Background: an optimization exercise with open tools, aiming at small area, a short achievable clock period and few clock cycles per item. Do not read the settings as production practice. RTL that was checked went through simulation tests only; none was proved equivalent to the original. Power figures rest on the tool's default switching activity, not on a simulated workload.

## the previous run
// cidr_core
module cidr_core (
    input  wire         clk,
    input  wire         rst,
    input  wire         cmd_valid,
    output wire         cmd_ready,
    input  wire [31:0]  cmd_word,
    input  wire [127:0] cmd_addr,
    output wire         rsp_valid,
    input  wire         rsp_ready,
    output wire [2:0]   rsp_status,
    output wire         rsp_info,
    output wire         rsp_flag,
    output wire [128:0] rsp_data
);
For scale: ~300 I/O pins, about 42,000 um^2 of cells after synthesis.
export LEC_CHECK = 0
export ABC_AREA = 1
export CAP_MARGIN = 20
export CORE_MARGIN = 2
export CORE_UTILIZATION = 40
export CTS_BUF_LIST = sky130_fd_sc_hd__clkbuf_16
export CTS_CLUSTER_DIAMETER = 80
export CTS_CLUSTER_SIZE = 24
export SETUP_SLACK_MARGIN = 4.0
export SLEW_MARGIN = 20
export TNS_END_PERCENT = 0
create_clock -name core_clock -period 6.0 [get_ports {clk}]
standard.sh (not shown) runs the stock make flow with config.mk's settings and CLKGATE_MAP_FILE= SYNTH_SCRIPT=/design/flow/synth_recipe.tcl, a recipe that flattens the netlist after the stock synthesis.
==> flow/flow/run.sh <==
#!/bin/bash
# The standard layout (standard.sh, unchanged steps and settings), except
# that each input and output port is buffered with a plain buf_2 rather
# than the delay cell buffer_ports picks by default. make's full output
# goes to flow.log here; each ORFS step also keeps its own log under
# orfs/logs/.
set -euo pipefail
export BUFFER_PORTS_ARGS="-buffer_cell sky130_fd_sc_hd__buf_2"
bash standard.sh > flow.log 2>&1
Testbench counts of the previous run, summed over its fixed seeds: cycles 4,816, items 4,800.
[inputs] the current run vs the previous run
Settings: CORE_UTILIZATION changed from 40 to 35; SETUP_SLACK_MARGIN changed from 4.0 to 3.5.
## What came out
- Looking at setup slack, the current run sits below the previous run.
- Looking only at global-route usage, and setting everything else aside, the higher value of the current run and the previous run goes to the previous run.
- The current run vs the previous run, clock distribution power went up by about 2%.
- Looking at maximum number of pins on one net before global-route repair, the current run sits below the previous run.
- Looking at the current run and the previous run, the multi-input combinational area share is a wash.

Another version of the RTL of cidr_core (not shown whole).
Size: roughly 3300 cells after synthesis, roughly 900 flip-flops, roughly 300 I/O pins.
clock: 6.0 ns
lec_check: 0
cap_margin: 20
core_margin: 2
core_utilization: 40
setup_slack_margin: 2.0
slew_margin: 20
run.sh (not shown) runs the stock make flow with config.mk's settings and CLKGATE_MAP_FILE= SYNTH_SCRIPT=/design/flow/synth_recipe.tcl, a recipe that flattens the netlist after the stock synthesis.
Stock flow here: none of the scripts above is used.
The starting point completed with no timing, DRC or antenna violations.
Edit:
SETUP_SLACK_MARGIN = 3.5   (was 2.0)
TNS_END_PERCENT = 0   (was default)
The changed run completed with no timing, DRC or antenna violations.
Synthesized area does not change.
Flip-flop and latch count does not change.
Clock skew came out higher by 3.0 ps.
Die area stays the same.
Total power came out higher by 4.0%.
Edit:
SETUP_SLACK_MARGIN = 3.0   (was 3.5)
Area after synthesis is unchanged.
Hold slack improved by 5.9 ps.
Power falls by 0.55%.
Design area fell by 2.5%.
Clock power hardly moves.
Non-clock buffer count came out lower by 68.
Via count drops by 1.7%.
Global-route usage decreases by 0.11 points.
Synthesized cell count is unchanged.
Fmax came out lower by 2.8%.
Routed wire length drops by 2.9%.
Function was not checked in any run of this note: the RTL went through the layout flow alone.

Another version of the RTL of cidr_core (not shown whole).
Size: roughly 3300 cells after synthesis, ~900 flip-flops, ~300 I/O pins, ~41000 µm² of cells after synthesis.
clock: 6.0 ns
lec_check: 0
cap_margin: 20
core_margin: 2
core_utilization: 40
cts_buf_list: sky130_fd_sc_hd__clkbuf_16
cts_cluster_diameter: 80
cts_cluster_size: 24
setup_slack_margin: 3.5
slew_margin: 20
tns_end_percent: 0
The first run ran to the end with no violations.
Testbench counts at the start, summed over its fixed seeds: cycles 4,816, items 4,800.
==> next run, changes <==
CORE_UTILIZATION = 48   (was 40)
SETUP_SLACK_MARGIN = 3.0   (was 3.5)
After rerunning:
- routed wire length is higher by about 4%
- sequential power is about the same
- combinational power stays flat
- flip-flop and latch count is unchanged
- power falls by about 0.64%
- die area fell by 16%
==> next run, changes <==
==> flow/flow/run.sh (new file) <==
#!/bin/bash
# The standard layout (standard.sh, unchanged steps and settings), except
# that each input and output port is buffered with a plain buf_2 rather
# than the delay cell buffer_ports picks by default. make's full output
# goes to flow.log here; each ORFS step also keeps its own log under
# orfs/logs/.
set -euo pipefail
export BUFFER_PORTS_ARGS="-buffer_cell sky130_fd_sc_hd__buf_2"
bash standard.sh > flow.log 2>&1
==> flow/standard.sh (new file) <==
#!/bin/bash
# synth_recipe.tcl (not shown) runs the flow's synth.tcl, then flattens the netlist and writes it again
# the make line also repeats each setting of config.mk as NAME=value (left out here)
make -C /OpenROAD-flow-scripts/flow DESIGN_CONFIG=/design/flow/config.mk WORK_HOME=/design/flow/orfs CLKGATE_MAP_FILE= SYNTH_SCRIPT=/design/flow/synth_recipe.tcl "${@:-finish}"
ABC_AREA = 1   (was unset)
CORE_UTILIZATION = 40   (was 48)
SETUP_SLACK_MARGIN = 3.5   (was 3.0)
removed: flow/run.sh
Flip-flop and latch count stays the same.
Hold slack gets worse by 23 ps.
Setup slack gets better by 550 ps.
Via count rises by 5.0%.
Area after synthesis rises by 5.1%.

## beta
RTL: one of the versions met above, not the one the previous note started from.
Size in the first run: about 4,200 cells after synthesis, about 42,000 µm² of cells after synthesis.
clock: 6.0 ns
lec_check: 0
abc_area: 1
cap_margin: 20
core_margin: 2
core_utilization: 40
cts_buf_list: sky130_fd_sc_hd__clkbuf_16
cts_cluster_diameter: 80
cts_cluster_size: 24
setup_slack_margin: 3.0
slew_margin: 20
tns_end_percent: 0
standard.sh (not shown) runs the stock make flow with config.mk's settings and CLKGATE_MAP_FILE= SYNTH_SCRIPT=/design/flow/synth_recipe.tcl, a recipe that flattens the netlist after the stock synthesis.
==> flow/flow/run.sh <==
#!/bin/bash
# The standard layout (standard.sh, unchanged steps and settings), except
# that each input and output port is buffered with a plain buf_2 rather
# than the delay cell buffer_ports picks by default. make's full output
# goes to flow.log here; each ORFS step also keeps its own log under
# orfs/logs/.
set -euo pipefail
export BUFFER_PORTS_ARGS="-buffer_cell sky130_fd_sc_hd__buf_2"
bash standard.sh > flow.log 2>&1
In summary, beta completed successfully, with a layout that passed the timing, DRC and antenna checks.
Testbench counts of beta, summed over its fixed seeds: cycles 4,816, items 4,800.
--- input diff beta..alpha ---
Settings: changing SETUP_SLACK_MARGIN from 3.0 to 3.5.
-- flow/flow/run.sh --
<<< beta, line 3
# that each input and output port is buffered with a plain buf_2 rather
>>> alpha, line 3
# that each input and output port is buffered with a plain buf_1 rather
<<< beta, line 8
export BUFFER_PORTS_ARGS="-buffer_cell sky130_fd_sc_hd__buf_2"
>>> alpha, line 8
export BUFFER_PORTS_ARGS="-buffer_cell sky130_fd_sc_hd__buf_1"
==> run summary <==
- Via count of the first global-routing pass of alpha is on par with beta.
- Of the two values seen for startpoint of the most critical setup path, a_rs[2] was produced by alpha and a_rs[1] by beta.
- Comparing alpha and beta, slack of the worst reg-to-reg path is higher on alpha.
- NOTE: area growth from synthesis to final layout in alpha exceeds that of beta
- As far as share of total power in the clock network is concerned, alpha and beta perform about the same.

-- port drivers added, routing unchanged --
The flow's constraints put no driver on any port. The routed layouts listed below were extracted and timed again, unchanged, in two steps. Step 1 sets driving cells, clkbuf_16 on the clock port and buf_2 on the other inputs (assumed; they add their load-dependent delay and slew). Step 2 times the ports against the registers' clock, not the clock port: input delays grow and output delays shrink by t, the midpoint of the rising clock arrivals with the driver on. Slacks: ideal ports / drivers / drivers and shift; pairs: ideal ports / drivers.
run	t, ns	slack for setup (ns)	clock arrival spread, ns
the previous run	0.710	3.077 / 3.054 / 2.454	0.036 / 0.036
the current run	0.751	3.007 / 3.008 / 2.308	0.046 / 0.046
the first run of note 2	0.742	1.832 / 1.832 / 1.552	0.039 / 0.038
the second run of note 2	0.748	2.652 / 2.652 / 2.060	0.045 / 0.045
the third run of note 2	0.752	2.556 / 2.556 / 2.076	0.047 / 0.047
the first run of note 3	0.735	2.572 / 2.572 / 2.212	0.030 / 0.030
the second run of note 3	0.718	2.518 / 2.518 / 1.949	0.050 / 0.049
the third run of note 3	0.741	3.064 / 3.041 / 2.332	0.036 / 0.036
beta	0.711	2.909 / 2.894 / 2.245	0.038 / 0.038
alpha	0.714	3.039 / 2.987 / 2.383	0.037 / 0.036
After both steps setup and hold are still met in every run listed. The setup slack of the third run of note 3, which loses most, moves by -0.023 ns with the drivers and by -0.732 ns with both steps.
